From an optimization exercise on the open Yosys and OpenROAD flow, aimed at small area, a short achievable clock period and few clock cycles; shortcuts taken in it are not production practice. Only simulation tests tie the RTL to the original design; equivalence was not proved.

**design/flow/constraint.sdc**
```tcl
create_clock -name core_clock -period 7.0 [get_ports {clk}]
set_input_delay 1.4000 -clock core_clock [delete_from_list [all_inputs] [get_ports {clk}]]
set_output_delay 1.4000 -clock core_clock [all_outputs]
set_load 0.01 [all_outputs]
```
**design/flow/run.sh**
```bash
#!/bin/bash
# synth_recipe.tcl (not shown) runs the flow's synth.tcl, then flattens the netlist and writes it again
# the make line also repeats each setting of config.mk as NAME=value (left out here)
make -C /OpenROAD-flow-scripts/flow DESIGN_CONFIG=/design/flow/config.mk WORK_HOME=/design/flow/orfs CLKGATE_MAP_FILE= SYNTH_SCRIPT=/design/flow/synth_recipe.tcl finish
```
**design/flow/design.v**
```verilog
module speck_engine (
    input  wire         clk,
    input  wire         rst,         
    input  wire         cmd_valid,
    output wire         cmd_ready,
    input  wire [7:0]   cmd_op,      
    input  wire [127:0] cmd_key,     
    input  wire [63:0]  cmd_blk,     
    output reg          res_valid,
    output reg  [7:0]   res_status,
    output reg  [63:0]  res_blk      
);
    localparam [7:0] OP_INIT = 8'h01, OP_ENC = 8'h02, OP_DEC = 8'h03;
    localparam [7:0] ST_OK = 8'h00, ST_INVALID = 8'h09, ST_NOT_READY = 8'h0A,
                     ST_ILLEGAL = 8'h0B;
    localparam [2:0] C_NONE = 3'd0, C_ENC = 3'd1, C_INITOK = 3'd2, C_INVALID = 3'd3,
                     C_DEC = 3'd4, C_NOTREADY = 3'd5, C_ILLEGAL = 3'd6;
    localparam integer NR = 27;
    reg         init_done;
    reg         ks_busy;
    reg         ks_first;
    reg  [4:0]  ks_idx;
    reg  [31:0] ks_k, ks_l0, ks_l1, ks_l2;
    reg  [31:0] rk [0:NR-1];
    reg  [2:0]  code [0:NR-1];
    reg  [31:0] pp   [0:NR-1];
    reg  [31:0] pq   [0:NR-1];
    assign cmd_ready = !ks_busy;
    wire accept = cmd_valid && !ks_busy;
    wire [31:0] ks_lnew = (ks_k + {ks_l0[7:0], ks_l0[31:8]}) ^ {27'd0, ks_idx};
    wire [31:0] ks_knew = {ks_k[28:0], ks_k[31:29]} ^ ks_lnew;
    always @(posedge clk) begin
        if (rst) begin
            init_done <= 1'b0;
            ks_busy   <= 1'b0;
            ks_first  <= 1'b0;
        end else begin
            ks_first <= 1'b0;
            if (accept && cmd_op == OP_INIT && !init_done) begin
                init_done <= 1'b1;
                ks_busy   <= 1'b1;
                ks_first  <= 1'b1;
            end else if (ks_busy && ks_idx == 5'd25) begin
                ks_busy   <= 1'b0;
            end
        end
    end
    always @(posedge clk) begin
        if (!ks_busy) begin
            ks_k   <= cmd_key[31:0];
            ks_l0  <= cmd_key[63:32];
            ks_l1  <= cmd_key[95:64];
            ks_l2  <= cmd_key[127:96];
            ks_idx <= 5'd0;
        end else begin
            ks_k   <= ks_knew;
            ks_l0  <= ks_l1;
            ks_l1  <= ks_l2;
            ks_l2  <= ks_lnew;
            ks_idx <= ks_idx + 5'd1;
        end
    end
    always @(posedge clk) begin
        if (ks_first) rk[0] <= ks_k;
        if (ks_busy) begin
            rk[NR-1] <= ks_knew;
        end
    end
    genvar g;
    generate
        for (g = 1; g < NR - 1; g = g + 1) begin : g_rk
            always @(posedge clk)
                if (ks_busy) rk[g] <= rk[g+1];
        end
    endgenerate
    reg [2:0] in_code;
    always @(*) begin
        if (cmd_op != OP_INIT && cmd_op != OP_ENC && cmd_op != OP_DEC) in_code = C_ILLEGAL;
        else if (cmd_op != OP_INIT && !init_done)                      in_code = C_NOTREADY;
        else if (cmd_op == OP_INIT && init_done)                       in_code = C_INVALID;
        else if (cmd_op == OP_INIT)                                    in_code = C_INITOK;
        else if (cmd_op == OP_ENC)                                     in_code = C_ENC;
        else                                                           in_code = C_DEC;
    end
    wire [31:0] bx = cmd_blk[31:0];
    wire [31:0] by = cmd_blk[63:32];
    wire [31:0] bt = bx ^ by;
    wire        in_dec = cmd_op[0];
    always @(posedge clk) begin
        pp[0] <= in_dec ? (~bx ^ rk[NR-1]) : {bx[7:0], bx[31:8]};
        pq[0] <= in_dec ? {bt[2:0], bt[31:3]} : by;
        if (rst) code[0] <= C_NONE;
        else     code[0] <= accept ? in_code : C_NONE;
    end
    wire [31:0] out_w0, out_w1;
    generate
        for (g = 0; g < NR; g = g + 1) begin : g_st
            wire [31:0] p = pp[g];
            wire [31:0] q = pq[g];
            wire        dec = code[g][2];
            wire [31:0] ke = rk[g];
            wire [31:0] s = p + q;
            wire [31:0] s_ror8 = {s[7:0], s[31:8]};
            wire [31:0] s_rol8 = {s[23:0], s[31:24]};
            wire [31:0] e_w0 = s ^ ke;
            wire [31:0] e_w1 = {q[28:0], q[31:29]} ^ e_w0;
            if (g < NR - 1) begin : g_mid
                wire [31:0] kn = rk[NR-2-g];
                wire [31:0] d_u  = ~s_rol8 ^ q;
                wire [31:0] np = dec ? (s_rol8 ^ kn) : (s_ror8 ^ {ke[7:0], ke[31:8]});
                wire [31:0] nq = dec ? {d_u[2:0], d_u[31:3]} : e_w1;
                always @(posedge clk) begin
                    pp[g+1] <= np;
                    pq[g+1] <= nq;
                    if (rst) code[g+1] <= C_NONE;
                    else     code[g+1] <= code[g];
                end
            end else begin : g_last
                assign out_w0 = dec ? ~s_rol8 : e_w0;
                assign out_w1 = dec ? q : e_w1;
            end
        end
    endgenerate
    wire [2:0] oc = code[NR-1];
    always @(posedge clk) begin
        if (rst) begin
            res_valid  <= 1'b0;
            res_status <= 8'h00;
            res_blk    <= 64'd0;
        end else begin
            res_valid <= (oc != C_NONE);
            if (oc != C_NONE) begin
                case (oc)
                    C_INVALID:  res_status <= ST_INVALID;
                    C_NOTREADY: res_status <= ST_NOT_READY;
                    C_ILLEGAL:  res_status <= ST_ILLEGAL;
                    default:    res_status <= ST_OK;
                endcase
                res_blk <= (oc == C_ENC || oc == C_DEC) ? {out_w1, out_w0} : 64'd0;
            end
        end
    end
endmodule
```
**design/flow/config.mk**
```make
export PLATFORM = sky130hd
export DESIGN_NAME = speck_engine
export DESIGN_NICKNAME = speck_engine
export VERILOG_FILES = /design/flow/design.v
export SDC_FILE = /design/flow/constraint.sdc
export NUM_CORES = 4
export LEC_CHECK = 0
export ABC_AREA = 1
export CAP_MARGIN = 20
export CORE_MARGIN = 2
export CORE_UTILIZATION = 40
export SLEW_MARGIN = 20
```
==> metrics.md, run 1 <==
| Metric | Value |
|---|---|
| Met2 Wirelength | 396600 um |
| Drt first-iter violations | 32020 |
| Gp weighted congestion | 1.123 |
| Post-Syn Area | 0.1856 mm^2 |
| Remaining Overflow, GRT | 0 |
| Dpl cells | 33370 |
| Num CTS Buffers | 326 |
| Reg-to-Reg Start | pq[4][1]$_DFF_P_ |
| I/O Buffers | 271 |
| Pins Over Slew Limit | 0 |
| H-tree Lvls | 5 |
| Endpoints failing setup | 0 |
| Critical path class | reg2out |
| Worst-Margin Slew | 1.209 ns |
| Part of the Yosys area used for sequential elements | 35.68% |
| Skew final | 0.04871 ns |
| Met3 WL post-DR | 132700 um |
| Row count | 250 |
| Hold path start | code[5][0]$_SDFF_PP0_ |
| Die Ht | 685.3 um |
| Asr flop ratio synth | 0% |
| Fin crit share | 59.52% |
| Outcome | finished clean |
| Root buf cell | clkbuf_16 |
| Top layer used by detailed routing | met5 |
| Total number of yosys warnings | 5 |
| Max-cap violations | 0 |
| Clk buf depth | 4 |
| Largest area contributor in the netlist | dfxtp_1 |
| Wire per inst | 29.37 um |
| Area Overhead vs Synth | 11.18% |
| Hold crit path type | reg2reg |
| Hold path cells | 2 |
| Yosys cell types | 63 |
| Largest net degree at the start of global routing | 160 |
| CP Max Fanout | 54 |
| Final hold viol count | 0 |
| TritonCTS sink count | 2877 |
| Met1 Wirelength | 403400 um |
| Worst Path Required | 5.60 ns |
| Post-synthesis register bit count | 2877 |
| Crit path capture type | output port |
| DRT antenna net count | 0 |
| Fillers | 47920 |
| CP arrival | 2.77 ns |
| IO Count | 277 |
| Hold_buf cts | 0 |
| Yosys top cell area share | 21.71% |
| Syn_area_per_cell | 6.793 um^2 |
| FF-to-FF End | pq[5][22]$_DFF_P_ |
| Post-CTS Setup Bufs | 0 |
| Core area | 0.4629 mm^2 |
| Effective utilization at floorplan | 40.10% |
| Final HPWL DP | 831300 um |
| Clock-pin slew on the worst setup and hold paths | 0.06 ns |
| Post-CTS Resized | 0 |
| First-pass GRT wire length | 1342000 um |
| Cell count of the worst reg-to-reg path | 16 |
| Initial antenna violation count | 122 |
| Commonest non-fill, non-tap cell in the layout | nand2_1 |
| Via count | 199500 |
| Post-synth EDFFs | 864 |
| Main synth FF type | dfxtp_1 |
| Layout cells sized above 1 | 3.769% |
| Vias in the first global route | 173800 |
| Via density | 5.863 |
| Worst R2R Setup Slack | 3.43 ns |
| Top post-synthesis cells by area | dfxtp_1, nand2_1, edfxtp_1, nand3_1, inv_1 |
| Fin crit period | 4.166 ns |
| Drt drc | 0 |
| Fin area | 0.2064 mm^2 |
| Final design utilization | 44.58% |
| Hold Path End | code[6][0]$_SDFF_PP0_ |
| FMAX | 240.0 MHz |
| Area after DPL | 0.1949 mm^2 |
| Most frequent cells in the layout | nand2_1, nand3_1, inv_1, o21ai_0, dfxtp_1 |
| Cells after Synth | 27330 |
| Layout net count | 28630 |
| GR Util All Layers | 40.44% |
| CTS tree | built |
| Post-Route WL | 999700 um |
| Max_slew headroom | 18.52% |
| CP startpoint kind | flip-flop |
| RSZ-0062 raised after global routing | no |
| First-pass DRT Iterations | 10 |
| Die span in x | 685.3 um |
| Final Non-Filler Cells | 34030 |
| Full die area | 0.4696 mm^2 |
| Skew-Pair Late Insertion Delay | 1.03 ns |
[critical path: stages (launching register included)]
cell and delay [ns]:
dfxtp_4 0.75, inv_4 0.38, clkdlybuf4s50_1 0.58
[worst max path at each step]
| stage | startpoint | end | slack (ns) | cells past startpoint |
|---|---|---|---|---|
| floorplan | ks_busy$_SDFFE_PP0P_ | cmd_ready | -1.01 | 4 |
| global placement | cmd_op[0] | code[0][0]$_SDFF_PP0_ | 3.20 | 9 |
| detailed placement | cmd_op[0] | code[0][0]$_SDFF_PP0_ | 3.32 | 9 |
| CTS | ks_busy$_SDFFE_PP0P_ | cmd_ready | 2.81 | 2 |
| global route | ks_busy$_SDFFE_PP0P_ | cmd_ready | 2.78 | 2 |
| finish | ks_busy$_SDFFE_PP0P_ | cmd_ready | 2.83 | 2 |
[flip-flops by register name, summed over array words and instances, names as in the netlist, 3 cells and up]
signal and flops:
ks_l1 32, ks_l0 32, pq 864, pp 864, code 81, res_blk 64, rk 864, ks_idx 5
res_status 3, ks_k 32, ks_l2 32
[metal layers]
layer	vias up	track usage, %
li1	90630	-
met1	92880	54.47
met2	13350	57.29
met3	2588	12.58
met4	84	21.96
met5	-	0.2245
[area by class of cell]
| class | instances | area, um^2 | share of cell area [%] |
|---|---|---|---|
| Tap cell | 6174 | 7725 | 3.743 |
| Clock buffer | 434 | 9344 | 4.527 |
| Multi-Input combinational cell | 20500 | 104500 | 50.63 |
| Antenna cell | 56 | 140.1 | 0.06789 |
| Inverter | 3455 | 12970 | 6.285 |
| Clock inverter | 173 | 1998 | 0.9681 |
| Timing Repair Buffer | 360 | 3438 | 1.666 |
| Sequential cell | 2877 | 66280 | 32.11 |
[through the flow]
| step | hold slack (ns) | worst slack, ns | TNS (ns) |
|---|---|---|---|
| 3_3_place_gp | 0.3895 | 3.196 | 0 |
| 6_report | 0.3939 | 2.834 | 0 |
| 3_5_place_dp | 0.3925 | 3.319 | 0 |
| 4_1_cts | 0.3965 | 2.807 | 0 |
| 2_1_floorplan | 0.3883 | -1.013 | -1.013 |
| 5_1_grt | 0.4113 | 2.777 | 0 |
[kinds of logic (layout without fill, tap and decap cells)]
group	Yosys count	in the layout	share of synthesized area, %
AOI/OAI and AO/OA	4577	4577	13.31
xor gates and xnor gates	984	984	4.784
adders and majority gates	898	898	6.165
buffers and inverters	3954	4422	8.039
DFF	2877	2877	35.68
muxes	2	2	0.01078
other	1	61	0.002020
and+or+nand+nor	14040	14040	32.00
[synth_stat cells (26+ instances only)]
library cell  instances
and2_1               31
fa_1                 28
nand3_1            3491
a21o_1              128
inv_2                33
ha_1                870
o21ai_1             155
o22ai_1              83
nand4_1             239
nor2_1             1865
xnor2_1             264
o21bai_1            106
xor2_1              685
nand3b_1            119
o21ai_0            2277
inv_1              3414
dfxtp_1            2013
a31oi_1             139
xor2_2               29
buf_2                40
nor3_1              130
buf_1                83
nand2_1            7832
edfxtp_1            864
o211ai_1             63
o21a_1               66
a21oi_1            1387
or2_1                28
or2_2                71
o221ai_1             71
clkbuf_1            364
nor2_2               26
nor4_1               43
nand2_2             100
Testbench counts, summed over its fixed seeds: cycles 2,280.
==> run 2: changes to the inputs <==
--- a/design/flow/design.v
+++ b/design/flow/design.v
@@ -26,5 +26,6 @@
     reg  [31:0] pp   [0:NR-1];
     reg  [31:0] pq   [0:NR-1];
-    assign cmd_ready = !ks_busy;
+    reg         rdy;             
+    assign cmd_ready = rdy;
     wire accept = cmd_valid && !ks_busy;
     wire [31:0] ks_lnew = (ks_k + {ks_l0[7:0], ks_l0[31:8]}) ^ {27'd0, ks_idx};
@@ -35,4 +36,5 @@
             ks_busy   <= 1'b0;
             ks_first  <= 1'b0;
+            rdy       <= 1'b1;
         end else begin
             ks_first <= 1'b0;
@@ -41,6 +43,8 @@
                 ks_busy   <= 1'b1;
                 ks_first  <= 1'b1;
+                rdy       <= 1'b0;
             end else if (ks_busy && ks_idx == 5'd25) begin
                 ks_busy   <= 1'b0;
+                rdy       <= 1'b1;
             end
         end
--- a/design/flow/config.mk
+++ b/design/flow/config.mk
@@ -9,4 +9,6 @@
 export CAP_MARGIN = 20
 export CORE_MARGIN = 2
-export CORE_UTILIZATION = 40
+export CORE_UTILIZATION = 45
+export MIN_ROUTING_LAYER = met2
+export SETUP_SLACK_MARGIN = 4.3
 export SLEW_MARGIN = 20
==> run 2 against run 1 <==
  * The run now fails in 5_1_grt
  * Area after synthesis decreased by 0.24%
  * Synthesized cell count decreased by 0.13%
==> metrics.md, run 2 <==
| Metric | Value |
|---|---|
| TritonCTS sink count | 2878 (was 2877) |
| Row count | 235 (was 250) |
| Hold_buf cts | 0 (unchanged) |
| Total number of yosys warnings | 5 (unchanged) |
| I/O Buffers | 271 (unchanged) |
| Part of the Yosys area used for sequential elements | 35.78% (was 35.68%) |
| Clk buf depth | 4 (unchanged) |
| Asr flop ratio synth | 0% (unchanged) |
| Largest net degree at the start of global routing | 158 |
| Stopped at | 5_1_grt |
| Outcome | did not finish (was finished clean) |
| Root buf cell | clkbuf_16 (unchanged) |
| Vias in the first global route | 298800 |
| Gp weighted congestion | 1.326 (was 1.123) |
| GR Util All Layers | 79.20% |
| Yosys cell types | 61 (was 63) |
| IO Count | 277 (unchanged) |
| Main synth FF type | dfxtp_1 (unchanged) |
| Syn_area_per_cell | 6.785 um^2 (was 6.793 um^2) |
| Post-synth EDFFs | 864 (unchanged) |
| H-tree Lvls | 5 (unchanged) |
| Cells after Synth | 27300 (was 27330) |
| Effective utilization at floorplan | 45.21% (was 40.10%) |
| Final HPWL DP | 841200 um (was 831300 um) |
| Die Ht | 645.5 um (was 685.3 um) |
| Dpl ws | 3.091 ns (was 3.319 ns) |
| Post-synthesis register bit count | 2878 (was 2877) |
| Yosys top cell area share | 21.77% (was 21.71%) |
| First-pass GRT wire length | 1586000 um |
| Top post-synthesis cells by area | dfxtp_1, nand2_1, edfxtp_1, nand3_1, inv_1 (unchanged) |
| First Error | [ERROR GRT-0116] Global routing finished with congestion. Check the congestion regions in the DRC Viewer. |
| Area after DPL | 0.1936 mm^2 (was 0.1949 mm^2) |
| Num CTS Buffers | 333 (was 326) |
| Post-Syn Area | 0.1852 mm^2 (was 0.1856 mm^2) |
| Remaining Overflow, GRT | 705 |
| Largest area contributor in the netlist | dfxtp_1 (unchanged) |
| Most frequent cell after synthesis | nand2_1 (unchanged) |
| Die span in x | 645.5 um (was 685.3 um) |
| Most frequent cells after synthesis | nand2_1, nand3_1, inv_1 (unchanged) |
[run 2: cell count changes after synthesis, sizes merged, moves of 6 or more]
cell	before	now
clkbuf	369	375
inv	3447	3422
nor2	1894	1874
a21oi	1412	1441
o21ai	2457	2451
a31oi	139	128
nand3	3513	3522
nor3	148	157
nand2	7933	7903
[run 2: timing repair]
item,4_1_cts
pin swaps,107
hold endpoints to repair,0
endpoints found under the setup margin,1404
resized for setup,1963
setup buffers,84
[run 2: worst min path at each step]
| stage | endpoint | slack, ns | cells after the start |
|---|---|---|---|
| CTS | code[8][1]$_SDFF_PP0_ | 0.40 | 2 |
| detailed placement | code[8][1]$_SDFF_PP0_ | 0.39 | 2 |
| global placement | code[17][1]$_SDFF_PP0_ | 0.39 | 2 |
| floorplan | code[10][0]$_SDFF_PP0_ | 0.39 | 2 |
[run 2: cell families after synthesis]
group | after synthesis | synth area share [%]
DFF | 2878 | 35.78
buffers and inverters | 3926 | 7.993
xor gates and xnor gates | 989 | 4.795
muxes | 3 | 0.01622
AOI/OAI and AO/OA | 4592 | 13.33
adders and majority gates | 898 | 6.181
and+or+nand+nor | 14010 | 31.90
other | 1 | 0.002025
[run 2: layer usage]
| layer | overflow | track usage [%] |
|---|---|---|
| met1 | - | - |
| met2 | 53 | 82.00 |
| met3 | 505 | 86.84 |
| met4 | 88 | 63.83 |
| met5 | 59 | 63.19 |
[run 2: per-stage QoR]
step	utilization (%)	instances	setup TNS [ns]
2_1_floorplan	-	27300	-0.1116
3_3_place_gp	47.27	32610	0
3_5_place_dp	47.27	32610	0
4_1_cts	51.48	33310	0
Testbench counts of run 2, summed over its fixed seeds: cycles 2,280.
==> run 3: changes to the inputs <==
--- a/design/flow/design.v
+++ b/design/flow/design.v
@@ -31,4 +31,7 @@
     wire [31:0] ks_lnew = (ks_k + {ks_l0[7:0], ks_l0[31:8]}) ^ {27'd0, ks_idx};
     wire [31:0] ks_knew = {ks_k[28:0], ks_k[31:29]} ^ ks_lnew;
+    wire [31:0] in_k0 = cmd_key[31:0];
+    wire [31:0] in_l3 = in_k0 + {cmd_key[39:32], cmd_key[63:40]};
+    wire [31:0] in_k1 = {in_k0[28:0], in_k0[31:29]} ^ in_l3;
     always @(posedge clk) begin
         if (rst) begin
@@ -52,9 +55,9 @@
     always @(posedge clk) begin
         if (!ks_busy) begin
-            ks_k   <= cmd_key[31:0];
-            ks_l0  <= cmd_key[63:32];
-            ks_l1  <= cmd_key[95:64];
-            ks_l2  <= cmd_key[127:96];
-            ks_idx <= 5'd0;
+            ks_k   <= in_k1;
+            ks_l0  <= cmd_key[95:64];
+            ks_l1  <= cmd_key[127:96];
+            ks_l2  <= in_l3;
+            ks_idx <= 5'd1;
         end else begin
             ks_k   <= ks_knew;
@@ -66,5 +69,6 @@
     end
     always @(posedge clk) begin
-        if (ks_first) rk[0] <= ks_k;
+        if (!ks_busy && !init_done) rk[0] <= in_k0;
+        if (ks_first) rk[1] <= ks_k;
         if (ks_busy) begin
             rk[NR-1] <= ks_knew;
@@ -73,5 +77,5 @@
     genvar g;
     generate
-        for (g = 1; g < NR - 1; g = g + 1) begin : g_rk
+        for (g = 2; g < NR - 1; g = g + 1) begin : g_rk
             always @(posedge clk)
                 if (ks_busy) rk[g] <= rk[g+1];
@@ -104,5 +108,6 @@
             wire        dec = code[g][2];
             wire [31:0] ke = rk[g];
-            wire [31:0] s = p + q;
+            wire [31:0] s;
+            speck_add32 u_add (.a(p), .b(q), .s(s));
             wire [31:0] s_ror8 = {s[7:0], s[31:8]};
             wire [31:0] s_rol8 = {s[23:0], s[31:24]};
@@ -146,2 +151,28 @@
     end
 endmodule
+module speck_add32 (
+    input  wire [31:0] a,
+    input  wire [31:0] b,
+    output wire [31:0] s
+);
+    wire [31:0] g [0:5];
+    wire [31:0] p [0:5];
+    assign g[0] = a & b;
+    assign p[0] = a ^ b;
+    genvar l, i;
+    generate
+        for (l = 0; l < 5; l = l + 1) begin : g_lvl
+            for (i = 0; i < 32; i = i + 1) begin : g_bit
+                if (i & (1 << l)) begin : g_op
+                    localparam integer J = ((i >> l) << l) - 1;
+                    assign g[l+1][i] = g[l][i] | (p[l][i] & g[l][J]);
+                    assign p[l+1][i] = p[l][i] & p[l][J];
+                end else begin : g_pass
+                    assign g[l+1][i] = g[l][i];
+                    assign p[l+1][i] = p[l][i];
+                end
+            end
+        end
+    endgenerate
+    assign s = p[0] ^ {g[5][30:0], 1'b0};
+endmodule
--- a/design/flow/config.mk
+++ b/design/flow/config.mk
@@ -9,6 +9,5 @@
 export CAP_MARGIN = 20
 export CORE_MARGIN = 2
-export CORE_UTILIZATION = 45
-export MIN_ROUTING_LAYER = met2
+export CORE_UTILIZATION = 40
 export SETUP_SLACK_MARGIN = 4.3
 export SLEW_MARGIN = 20
==> run 3 against run 2 <==
  * Now clean on timing, DRC and antenna
  * Area after synthesis fell by 3.2%
  * Synthesized cell count fell by 9.4%
==> metrics.md, run 3 <==
| Metric | Value |
|---|---|
| CP startpoint kind | flip-flop |
| Yosys top cell area share | 22.50% (was 21.77%) |
| Effective utilization at floorplan | 40.21% (was 45.21%) |
| CP max stage delay | 0.35 ns |
| Total number of yosys warnings | 6 (was 5) |
| Worst Path Required | 5.60 ns |
| Post-Syn Area | 0.1792 mm^2 (was 0.1852 mm^2) |
| Area after DPL | 0.1880 mm^2 (was 0.1936 mm^2) |
| First-pass DRT Iterations | 7 |
| Syn_area_per_cell | 7.249 um^2 (was 6.785 um^2) |
| Most frequent cell after synthesis | nand2_1 (unchanged) |
| M3 GR Usage | 6.113% |
| I/O Buffers | 271 (unchanged) |
| Pins Over Slew Limit | 0 |
| Via density | 5.665 |
| Full die area | 0.4534 mm^2 |
| Skew final | 0.05198 ns |
| Hold crit path type | reg2reg |
| Via count | 180600 |
| RSZ-0062 raised after global routing | yes |
| Buffers and inverters on the worst path | 1 |
| Post-synth EDFFs | 864 (unchanged) |
| IO Count | 277 (unchanged) |
| Skew-Pair Late Insertion Delay | 1.02 ns |
| Post-synthesis register bit count | 2878 (unchanged) |
| Cells after Synth | 24720 (was 27300) |
| Max_slew headroom | 5.091% |
| Outcome | finished clean (was did not finish) |
| TritonCTS sink count | 2878 (unchanged) |
| FMAX | 347.9 MHz |
| Met1 GRT Util | 51.29% |
| Top delay family on crit path | flip-flops |
| Dpl cells | 30540 (was 32610) |
| Fin crit period | 2.874 ns |
| Worst R2R Setup Slack | 4.15 ns |
| Fin area | 0.2259 mm^2 |
| Dpl ws | 2.176 ns (was 3.091 ns) |
| TNS Setup | 0 ns |
| First-pass GRT wire length | 1253000 um |
| Remaining Overflow, GRT | 0 |
| Most frequent cells after synthesis | nand2_1, nand3_1, inv_1 (unchanged) |
| Crit path capture type | output port |
| Final hold viol count | 0 |
| Layout net count | 26830 |
| Main synth FF type | dfxtp_1 (unchanged) |
| Largest net degree at the start of global routing | 146 |
| Final HPWL DP | 748600 um (was 841200 um) |
| Gp weighted congestion | 1.041 (was 1.326) |
| Drt first-iter violations | 22730 |
| Die span in x | 673.3 um (was 645.5 um) |
| Yosys cell types | 65 (was 61) |
| Critical path class | reg2out |
| DRT antenna net count | 0 |
| Largest regs | pp: 864 flops, pq: 864 flops, rk: 864 flops |
| Largest area contributor in the netlist | dfxtp_1 (unchanged) |
| GR Util All Layers | 39.43% |
| Clk buf depth | 4 (unchanged) |
| Part of the Yosys area used for sequential elements | 36.98% (was 35.78%) |
| Layout cells sized above 1 | 24.22% |
| Die Ht | 673.3 um (was 645.5 um) |
| CTS tree | built |
| Most frequent cells in the layout | nand2_1, inv_1, nand3_1, dfxtp_1, nand2_2 |
| Max-cap violations | 0 |
| CP max-delay cell | dfxtp_4 |
| Root buf cell | clkbuf_16 (unchanged) |
| Fin crit share | 41.06% |
| Area Overhead vs Synth | 26.03% |
| Gr busiest metal | met2 |
| Final Non-Filler Cells | 31890 |
| Drt drc | 0 |
| Asr flop ratio synth | 0% (unchanged) |
| Initial antenna violation count | 89 |
| Post-Route WL | 942200 um |
| Row count | 245 (was 235) |
| Num CTS Buffers | 335 (was 333) |
| GRT met2 Usage | 58.73% |
| Clock-pin slew on the worst setup and hold paths | 0.06 ns |
| Commonest non-fill, non-tap cell in the layout | nand2_1 |
| Endpoints failing setup | 0 |
| Top post-synthesis cells by area | dfxtp_1, nand2_1, edfxtp_1, nand3_1, ha_1 (was dfxtp_1, nand2_1, edfxtp_1, nand3_1, inv_1) |
| Final worst slack | 4.126 ns |
| CP arrival | 1.47 ns |
| Cell breakdown of the critical path | buf_6 |
| Vias in the first global route | 160500 |
| Worst-Margin Slew | 1.424 ns |
| Core area | 0.4457 mm^2 |
| Wire per inst | 29.55 um |
| Hold_ws | 0.3874 ns |
| H-tree Lvls | 5 (unchanged) |
| CP Max Fanout | 2 |
-- run 3: metal layers --
layer / routed length, um / part of all wire [%]
met1: 375300 / 40
met2: 395500 / 42
met3: 81220 / 8.6
met4: 90000 / 9.6
met5: 163 / 0.017
-- run 3: kinds of logic (layout without fill, tap and decap cells) --
kind of cell,after synthesis,after routing,synth area share [%]
compound gates,3652,3652,11.28
other cells,1,61,0.002093
xor+xnor,1197,1197,5.929
buf+inv,3392,4556,7.333
flops,2878,2878,36.98
simple gates,12550,12570,30.63
mux,39,39,0.2178
fa+ha+maj,1011,1011,7.632
-- run 3: through the flow --
stage          utilization, %
2_1_floorplan               -
3_3_place_gp            42.17
3_5_place_dp            42.17
4_1_cts                 47.06
5_1_grt                 50.65
6_report                50.67
-- run 3: final cells by class --
type / count / area [um^2]
Fill cell: 43340 / 219900
Multi-Input combinational cell: 18470 / 118500
Sequential cell: 2878 / 67360
Inverter: 2915 / 10980
Timing Repair Buffer: 1016 / 9709
Clock buffer: 447 / 9613
Tap cell: 5928 / 7417
Clock inverter: 178 / 2142
Antenna cell: 56 / 140.1
-- run 3: worst paths after layout --
check,from,end,depth (start not counted)
setup / recovery,res_blk[57]$_SDFFE_PP0P_,res_blk[57],1
setup reg to reg,pp[20][0]$_DFF_P_,pq[21][16]$_DFF_P_,14
hold reg to reg,code[13][0]$_SDFF_PP0_,code[14][0]$_SDFF_PP0_,2
hold / removal,code[13][0]$_SDFF_PP0_,code[14][0]$_SDFF_PP0_,2
-- run 3: timing repair --
item	in CTS	in global routing
pin swaps	350	1051
resized for setup	2509	3568
hold buffers	0	0
cloned	11	9
endpoints found under the setup margin	1831	1788
setup buffers	301	348
Testbench counts of run 3, summed over its fixed seeds: cycles 2,256.
==> run 4: changes to the inputs <==
--- a/design/flow/config.mk
+++ b/design/flow/config.mk
@@ -10,4 +10,4 @@
 export CORE_MARGIN = 2
 export CORE_UTILIZATION = 40
-export SETUP_SLACK_MARGIN = 4.3
+export SETUP_SLACK_MARGIN = 4.1
 export SLEW_MARGIN = 20
==> run 4 against run 3 <==
  * Core utilization down 3.7 points
  * Largest cell class unchanged
  * Still clean
  * Setup slack got worse by 0.11 ns
  * Critical path type is now reg2reg
  * Fmax down 3.5%
  * Sequential share of layout area grew 2.1 points
==> metrics.md, run 4 <==
| Metric | Value |
|---|---|
| Outcome | finished clean (unchanged) |
| Fin crit share | 42.56% (was 41.06%) |
| First-pass DRT Iterations | 8 (was 7) |
| Drt first-iter violations | 23060 (was 22730) |
| Critical path class | reg2reg (was reg2out) |
| Met2 Wirelength | 387200 um (was 395500 um) |
| Crit path capture type | flip-flop (was output port) |
| Total number of yosys warnings | 6 (unchanged) |
| Top layer used by detailed routing | met5 (unchanged) |
| Vias in the first global route | 157700 (was 160500) |
| Syn_area_per_cell | 7.249 um^2 (unchanged) |
| Asr flop ratio synth | 0% (unchanged) |
| Hold Path End | code[14][0]$_SDFF_PP0_ (unchanged) |
| Hold crit path type | reg2reg (unchanged) |
| Effective utilization at floorplan | 40.21% (unchanged) |
| Initial antenna violation count | 77 (was 89) |
| Num CTS Buffers | 335 (unchanged) |
| Post-synthesis register bit count | 2878 (unchanged) |
| CP arrival | 3.80 ns (was 1.47 ns) |
| Final design utilization | 47.02% (was 50.67%) |
| Gp weighted congestion | 1.041 (unchanged) |
| Via density | 5.614 (was 5.665) |
| Core area | 0.4457 mm^2 (unchanged) |
| Cells after Synth | 24720 (unchanged) |
| Post-Syn Area | 0.1792 mm^2 (unchanged) |
| Layout cells sized above 1 | 13.56% (was 24.22%) |
| Commonest non-fill, non-tap cell in the layout | nand2_1 (unchanged) |
| GR Util All Layers | 39.14% (was 39.43%) |
| DRT antenna net count | 0 (unchanged) |
| Remaining Overflow, GRT | 0 (unchanged) |
| Top post-synthesis cells by area | dfxtp_1, nand2_1, edfxtp_1, nand3_1, ha_1 (unchanged) |
| Via count | 177100 (was 180600) |
| Dpl cells | 30540 (unchanged) |
| I/O Buffers | 271 (unchanged) |
| FF-to-FF End | pp[18][17]$_DFF_P_ (was pq[21][16]$_DFF_P_) |
| FMAX | 335.6 MHz (was 347.9 MHz) |
| Met1 Wirelength | 373700 um (was 375300 um) |
| CTS tree | built (unchanged) |
| Die Ht | 673.3 um (unchanged) |
| Worst Path Required | 7.82 ns (was 5.60 ns) |
| Reg-to-Reg Start | pq[17][0]$_DFF_P_ (was pp[20][0]$_DFF_P_) |
| Endpoints failing setup | 0 (unchanged) |
| Clock-pin slew on the worst setup and hold paths | 0.06 ns (about the same) |
| Largest regs | pp: 864 flops, pq: 864 flops, rk: 864 flops (unchanged) |
| Fin crit period | 2.979 ns (was 2.874 ns) |
| Hold path cells | 2 (unchanged) |
| Clk buf depth | 4 (unchanged) |
| Cell count of the worst reg-to-reg path | 15 (was 14) |
| Most frequent cell after synthesis | nand2_1 (unchanged) |
| Row count | 245 (unchanged) |
| Area Overhead vs Synth | 16.95% (was 26.03%) |
| Die span in x | 673.3 um (unchanged) |
| Final hold viol count | 0 (unchanged) |
| Part of the Yosys area used for sequential elements | 36.98% (unchanged) |
| Drt drc | 0 (unchanged) |
| Layout net count | 26480 (was 26830) |
| H-tree Lvls | 5 (unchanged) |
| Worst R2R Setup Slack | 4.02 ns (was 4.15 ns) |
| Skew-Pair Late Insertion Delay | 1.02 ns (about the same) |
| Worst-Margin Slew | 1.298 ns (was 1.424 ns) |
| CP Max Fanout | 4 (was 2) |
| Most frequent cells in the layout | nand2_1, nand3_1, inv_1, dfxtp_1, o21ai_0 (was nand2_1, inv_1, nand3_1, dfxtp_1, nand2_2) |
| Post-synth EDFFs | 864 (unchanged) |
| Met3 WL post-DR | 78980 um (was 81220 um) |
| Wire per inst | 29.34 um (was 29.55 um) |
| Post-Route WL | 925700 um (was 942200 um) |
| Max-cap violations | 0 (unchanged) |
| Max_slew headroom | 13.46% (was 5.091%) |
| Final Non-Filler Cells | 31550 (was 31890) |
| Largest area contributor in the netlist | dfxtp_1 (unchanged) |
| IO Count | 277 (unchanged) |
| Yosys cell types | 65 (unchanged) |
| RSZ-0062 raised after global routing | yes (unchanged) |
| TNS Setup | 0 ns (unchanged) |
| Main synth FF type | dfxtp_1 (unchanged) |
| Full die area | 0.4534 mm^2 (unchanged) |
| TritonCTS sink count | 2878 (unchanged) |
| Largest net degree at the start of global routing | 146 (unchanged) |
| Root buf cell | clkbuf_16 (unchanged) |
| CP startpoint kind | flip-flop (unchanged) |
| Hold path start | code[13][0]$_SDFF_PP0_ (unchanged) |
| Final HPWL DP | 748600 um (unchanged) |
| Pins Over Slew Limit | 0 (unchanged) |
| Yosys top cell area share | 22.50% (unchanged) |
| First-pass GRT wire length | 1241000 um (was 1253000 um) |
| Fillers | 44600 (was 43340) |
| Skew final | 0.04885 ns (was 0.05198 ns) |
| Most frequent cells after synthesis | nand2_1, nand3_1, inv_1 (unchanged) |
[run 4: cell counts after synthesis]
No cell type changed its count.
[run 4: through the flow]
stage	worst slack, ns	hold WS (ns)	area, um^2
3_5_place_dp	2.176	0.3916	188000
6_report	4.021	0.3850	209600
4_1_cts	4.008	0.3847	203500
5_1_grt	3.981	0.4148	209500
2_1_floorplan	0.2111	0.3883	179300
3_3_place_gp	2.189	0.3897	188000
[run 4: layout make-up]
type | instances | area [um^2] | area share (%)
inverters | 2915 | 10950 | 5.226
diodes | 61 | 152.6 | 0.07283
flip-flops and latches | 2878 | 66830 | 31.89
well taps | 5928 | 7417 | 3.539
multi-input cells | 18470 | 106300 | 50.72
clock buffers | 447 | 9613 | 4.587
clock inverters | 178 | 2142 | 1.022
repair buffers | 672 | 6161 | 2.940
[run 4: cell families after synthesis]
logic type,count (synthesis),share of synthesized area (%)
simple gates,12550,30.63
compound gates,3652,11.28
buf+inv,3392,7.333
flops,2878,36.98
xor+xnor,1197,5.929
fa+ha+maj,1011,7.632
mux,39,0.2178
other cells,1,0.002093
[run 4: repair_timing]
action / 4_1_cts / 5_1_grt
resized for setup: 1145 / 1258
pin swaps: 87 / 312
hold buffers: 0 / 0
cloned: 7 / 4
setup endpoints to repair: 1194 / 1236
buffers inserted: 124 / 187
[run 4: critical path, cell delays in order (launching register included)]
cell	delay, ns
dfxtp_4	0.37
ha_4	0.14
inv_2	0.04
fa_2	0.40
inv_2	0.07
nand3_2	0.08
o211ai_4	0.13
nand3_2	0.13
nand2_4	0.12
buf_6	0.11
inv_4	0.03
fa_2	0.43
xor2_4	0.29
buf_4	0.17
xor2_2	0.18
o21ai_1	0.13
[run 4: worst max-delay path by stage]
stage	cells after the start	startpoint	end
2_1_floorplan	5	ks_busy$_SDFFE_PP0P_	ks_l0[0]$_DFF_P_
3_3_place_gp	13	cmd_key[0]	ks_k[14]$_DFF_P_
3_5_place_dp	13	cmd_key[0]	ks_k[14]$_DFF_P_
4_1_cts	14	pq[15][0]$_DFF_P_	pq[16][16]$_DFF_P_
5_1_grt	16	pq[17][0]$_DFF_P_	pq[18][13]$_DFF_P_
6_report	15	pq[17][0]$_DFF_P_	pp[18][17]$_DFF_P_
[run 4: metal layers]
metal / vias up / global-route usage, %
met1: 82790 / 51.11
li1: 82300 / -
met2: 9627 / 58.13
met4: 10 / 29.99
met3: 2362 / 6.006
met5: - / 0

[afterwards: timing with drivers on the ports]
No port has a modelled driver above. Below, the same layouts with a new extraction and two added sets of constraints.
Step 1 assumes that a clkbuf_16 drives the clock port and a buf_2 every other input.
Step 2, shift: input delay + t, output delay - t, t = (earliest + latest rising clock arrival at the registers) / 2. This alone moves slack from input paths to output paths.
Three values: ideal, step 1, step 2; two values: the first two.
| run | shift t [ns] | setup slack, ns | slew at the worst register clock pin (ns) | cell pins on the clock port's net |
|---|---|---|---|---|
| run 1 | 1.143 | 2.834 / 2.697 / 3.409 | 0.08 / 0.08 | 1 |
| run 3 | 1.119 | 4.126 / 3.996 / 3.332 | 0.08 / 0.08 | 1 |
| run 4 | 1.115 | 4.021 / 4.000 / 3.110 | 0.08 / 0.08 | 1 |
After both steps setup and hold are still met in every run listed. The setup slack of run 4, which loses most, moves by -0.021 ns with the drivers and by -0.911 ns with both steps.
